Background: an optimization exercise with open tools, aiming at small area, a short achievable clock period and few clock cycles per item. Do not read the settings as production practice. The RTL was checked by simulation tests, not by an equivalence proof against the original design.

==> flow/design.v, too long to show whole: its modules and the start of the top module <==
// module nco_waveform: 2213 lines
// module fa_cell: 4 lines
// module ha_cell: 4 lines
module nco_waveform (
    input  wire        clk,
    input  wire        rst,         
    input  wire        in_valid,
    output wire        in_ready,
    input  wire [31:0] p_in,
    input  wire [31:0] gain_in,
    input  wire [2:0]  wave_in,
    input  wire [31:0] rng_in,
    output reg         out_valid,
    output reg  [31:0] y_out,
    output reg  [31:0] rng_out
);
  // ...
==> flow/run.sh <==
#!/bin/bash
# synth_recipe.tcl (not shown) runs the flow's synth.tcl, then flattens the netlist and writes it again
# the make line also repeats each setting of config.mk as NAME=value (left out here)
make -C /OpenROAD-flow-scripts/flow DESIGN_CONFIG=/design/flow/config.mk WORK_HOME=/design/flow/orfs CLKGATE_MAP_FILE= SYNTH_SCRIPT=/design/flow/synth_recipe.tcl finish
==> flow/config.mk <==
export PLATFORM = sky130hd
export DESIGN_NAME = nco_waveform
export DESIGN_NICKNAME = nco_waveform
export VERILOG_FILES = /design/flow/design.v
export SDC_FILE = /design/flow/constraint.sdc
export NUM_CORES = 4
export LEC_CHECK = 0
export CAP_MARGIN = 20
export CORE_MARGIN = 2
export CORE_UTILIZATION = 30
export SLEW_MARGIN = 20
==> flow/constraint.sdc <==
create_clock -name core_clock -period 22.0 [get_ports {clk}]
set_input_delay 4.4000 -clock core_clock [delete_from_list [all_inputs] [get_ports {clk}]]
set_output_delay 4.4000 -clock core_clock [all_outputs]
set_load 0.01 [all_outputs]
==> impl_metrics.csv, run 1 <==
group,metric,value,unit
layout,clk_share,0.04299,
layout,drive_above_1_share,0.06463,
grt,grt_overflow,0,
layout,multi_input_area_share,0.5924,
worst_hold_path,holdPathStages,0,
grt,grt_pass1_wl,223500,microns
timing,grt_setup_unrepaired,"false",
clock_tree,cts-resized-gates,0,
logic_synthesis,synth_compound_area_frac,0.1023,
grt,grt_max_degree,59,
timing,setup_viol,0,
logic_synthesis,synth_mux_area_frac,0.05840,
floorplanning,fp.dieW,416.1,microns
layout,buffer_area_frac,0.03873,
route,first_iter_violations,2834,
flow_run,drv_cap,0,
timing,min_period,7847,ps
critical_path,crit_path_start,"rp2[0]$_DFF_P_",
floorplanning,ios,168,
critical_path,reg2regPathDepth,28,
logic_synthesis,ys_top_cells_by_area,"dfxtp_1, fa_1, ha_1",
timing,tns,0,ps
logic_synthesis,yosysMostFrequentCell,"inv_1",
placed_design,place.gp.congestion,0.8848,
critical_path,critPathBufInv,5,
route,routedLengthMet1,60820,microns
critical_path,startpoint_type,"flop",
placed_design,dp.final_hpwl,105100,microns
logic_synthesis,synth_top_area_cell,"dfxtp_1",
status,status,"no timing/DRC/antenna violations",
route,wl_met2,68860,microns
layout,antenna_cells,4,
floorplanning,rows,151,
timing,tightest_slew,1028,ps
logic_synthesis,synth_cells,5267,
critical_path,slowest_stage,"a211oi_1",
route,wl_per_cell,18.77,microns
layout,n_all_buffers,241,
Testbench counts, summed over its fixed seeds: cycles 3,256, items 3,200.
==> run 2: changes to the inputs <==
--- a/flow/config.mk
+++ b/flow/config.mk
@@ -9,3 +9,4 @@
 export CORE_MARGIN = 2
 export CORE_UTILIZATION = 30
 export SLEW_MARGIN = 20
+export SYNTH_HIERARCHICAL = 1
==> run 2 against run 1 <==
Net effect:
- still clean on timing, DRC and antenna
- worst hold slack better by 19 ps
- area after synthesis shrank 6.1%
- routed wire length fell by 5.2%
- cell count down 12%
- utilization is 0.43 points higher
- critical path depth down 5
- via count fell by 9.0%
- non-clock buffer count fell by 2
- setup slack improved by 560 ps
==> impl_metrics.csv, run 2 <==
group,metric,value,unit
timing,grt_setup_unrepaired,"false",
floorplanning,coreArea,0.1584,sq mm
layout,layout_common_cells,"fa_1, dfxtp_1, and2_1",
logic_synthesis,ys_top_cells_by_area,"dfxtp_1, fa_1, and2_1",
grt,grt_pass1_vias,35808,
critical_path,startpoint_type,"flop",
placed_design,port_buffers,165,
logic_synthesis,synth_cell_type_count,100,
clock_tree,cts-resized-gates,0,
critical_path,worstSetupPathType,"reg2reg",
layout,mostFrequentLayoutCell,"fa_1",
grt,top_usage_layer,"met2",
logic_synthesis,async_reset_ff_frac,0,
critical_path,path_delay_family,"simple AND/OR/NAND/NOR gates",
clock_tree,clk_pin_slew,60,ps
route,ant_nets,0,
floorplanning,rows,146,
logic_synthesis,synth_top_area_cell,"dfxtp_1",
placed_design,dpl_cell_area,0.05175,sq mm
grt,grt_max_degree,50,
floorplanning,dieArea,0.1626,sq mm
clock_tree,root_buffer,"clkbuf_16",
logic_synthesis,synth_fp_nets,5489,
timing,fin_skew,50.10,ps
grt,antenna_found_initial,9,
clock_tree,cts_hold_buf,0,
critical_path,r2r_setup_slack,14710,ps
grt,grt_pass1_wl,211500,microns
worst_hold_path,min_to,"rng_out[28]$_DFF_P_",
clock_tree,clk_latency,690,ps
route,routed_via_density,5.084,
route,drc_errors,0,
logic_synthesis,synth_area,0.04783,sq mm
critical_path,worstReg2RegEnd,"ev3[7]$_DFF_P_",
grt,grt_use_met3,0.03066,
clock_tree,clockBufferDepth,3,
timing,tightest_slew,1035,ps
logic_synthesis,synth-seq-area-share,0.2754,
timing,setup_viol,0,
placed_design,place.gp.congestion,0.9151,
timing,min_period,7291,ps
flow_run,drv_cap,0,
timing,tns,0,ps
grt,met1_usage,0.2202,
critical_path,path_cells,"buf_4, inv_1, ha_1, mux4_2, mux2i_1, nand2_1, ha_1, ha_1, o221ai_2, or4_4, nor4_1, a31o_2, a21oi_1, a211oi_1, nand2_1, nor2_2, inv_2, ha_1, a21o_1, a21o_1, a21oi_1, a211oi_1, a21oi_1",
grt,grt_util_all_layers,0.1665,
floorplanning,initial_core_util,0.3020,
timing,hold_viol,0,
floorplanning,die_h,403.3,microns
critical_path,critical_path.max_fanout,49,
logic_synthesis,synth_top_area_share,0.2754,
layout,syn2layout_area_growth,13.78,%
placed_design,dp.final_hpwl,96530,microns
logic_synthesis,ys.warnings.count,7,
clock_tree,numCtsBuffers,75,
logic_synthesis,syn_avg_cell_area,10.60,sq um
clock_tree,postCtsSetupBuffers,0,
critical_path,reg2regPathDepth,23,
logic_synthesis,synth_cells,4514,
grt,grt_overflow,0,
critical_path,cp.required,22620,ps
floorplanning,fp.dieW,403.3,microns
critical_path,cp-end-kind,"flop",
critical_path,cp_data_arrival_time,7910,ps
floorplanning,ios,168,
logic_synthesis,yosysMostFrequentCell,"dfxtp_1",
critical_path,cp_slowest_stage_delay,750,ps
clock_tree,cts_sinks,658,
route,wl_per_cell,20.12,microns
layout,drive_above_1_share,0.07658,
grt,use_met2,0.2744,
timing,fmax,137.2,MHz
critical_path,timing.rr.start,"rp2[1]$_DFF_P_",
layout,nets,5579,
logic_synthesis,yosys-top-cells-count,"dfxtp_1, fa_1, and2_1",
layout,finish.instance_area,0.05442,sq mm
worst_hold_path,min-delay-start,"r5[28]$_DFF_P_",
worst_hold_path,holdPathStages,0,
route,first_iter_violations,2584,
timing,slew_headroom,0.2954,
critical_path,slowest_stage,"nor2_2",
route,vias,34253,
clock_tree,cts_max_level,3,
timing,final_max_slew_viol_count,0,
status,status,"no timing/DRC/antenna violations",
logic_synthesis,ys_seq_elements,658,
logic_synthesis,synth-main-ff-cell,"dfxtp_1",
worst_hold_path,min_path_type,"reg2reg",
route,drt_wl_total,135600,microns
route,dr.pass1.iters,6,
timing,fin_crit_sh,0.3314,
clock_tree,tritoncts,"yes",
critical_path,cpMostUsedCell,"ha_1",
critical_path,critPathBufInv,3,
logic_synthesis,synth_edf_count,0,
run 2: per-layer routing:
layer / vias to the layer above / share of wire / wire length, microns
li1: 15562 / - / -
met1: 17222 / 0.43 / 58630
met2: 1203 / 0.47 / 63820
met3: 264 / 0.065 / 8811
met4: 2 / 0.032 / 4293
met5: - / 0.000081 / 11
run 2: how the worst max path moves through the flow:
stage,endpoint,cells after the start,slack (ps),start
after floorplan,ev3[7]$_DFF_P_,27,15760,rp2[0]$_DFF_P_
after global placement,ev3[7]$_DFF_P_,23,14880,rp2[1]$_DFF_P_
after detailed placement,ev3[7]$_DFF_P_,23,14890,rp2[1]$_DFF_P_
after CTS,ev3[7]$_DFF_P_,23,14860,rp2[1]$_DFF_P_
after global routing,rs5$_DFF_P_,23,14260,pa4[0]$_DFF_P_
final,ev3[7]$_DFF_P_,23,14710,rp2[1]$_DFF_P_
run 2: logic make-up after synthesis:
kind of cell               count (synthesis)  share of synthesized area
and+or+nand+nor                         1442                     0.1617
adders and majority gates                873                     0.3310
AOI/OAI and AO/OA                        720                    0.09719
DFF                                      658                     0.2754
buffers and inverters                    365                    0.03035
muxes                                    243                    0.06462
xor gates and xnor gates                 212                    0.03961
other                                      1                 0.00007841
run 2: final cells by class:
type | instances | area, sq um
Fill cell | 15707 | 104000
Multi-Input combinational cell | 3491 | 33250
Sequential cell | 658 | 13180
Tap cell | 2072 | 2592
Timing Repair Buffer | 239 | 2207
Clock buffer | 93 | 2064
Clock inverter | 42 | 594.3
Inverter | 139 | 521.8
Antenna cell | 3 | 7.507
run 2: per-module statistics from Yosys (local to each module, per instance):
module / cells inside / area (sq um) / flops+latches
nco_waveform: 3813 / 34200 / 658
ha_cell: 1 / 12.51 / 0
fa_cell: 1 / 20.02 / 0
run 2: through the flow:
stage	util	setup WS [ps]	std cells	hold WS, ps
after floorplan	-	15760	4514	309.6
after global placement	0.3268	14880	6599	309.7
after detailed placement	0.3268	14890	6599	312.1
after CTS	0.3436	14860	6734	291.4
after global routing	0.3436	14260	6735	303.8
final	0.3436	14710	6737	291.1

## afterwards: timing with drivers on the ports
Ports are ideal in the flow. The routed layouts listed here were re-timed in OpenROAD.
Step 1 sets driving cells, clkbuf_16 on the clock port and buf_2 on the other inputs (assumed; they add their load-dependent delay and slew).
Step 2 adds t to the input delays and takes it off the output delays; t is the mean of the earliest and latest rising clock arrival at the registers after step 1. Input paths then give back, and output paths get back, about the clock's delay inside the block.
Three values: ideal ports, drivers, drivers and shift; two values: the first two.
| run | shift t [ns] | setup WS [ns] | worst setup path after step 2 | latest minus earliest clock arrival (ns) |
|---|---|---|---|---|
| run 1 | 0.732 | 14.153 / 14.153 / 14.153 | register to register | 0.075 / 0.075 |
| run 2 | 0.739 | 14.710 / 14.710 / 14.710 | register to register | 0.070 / 0.070 |
After both steps every run listed still meets setup and hold.
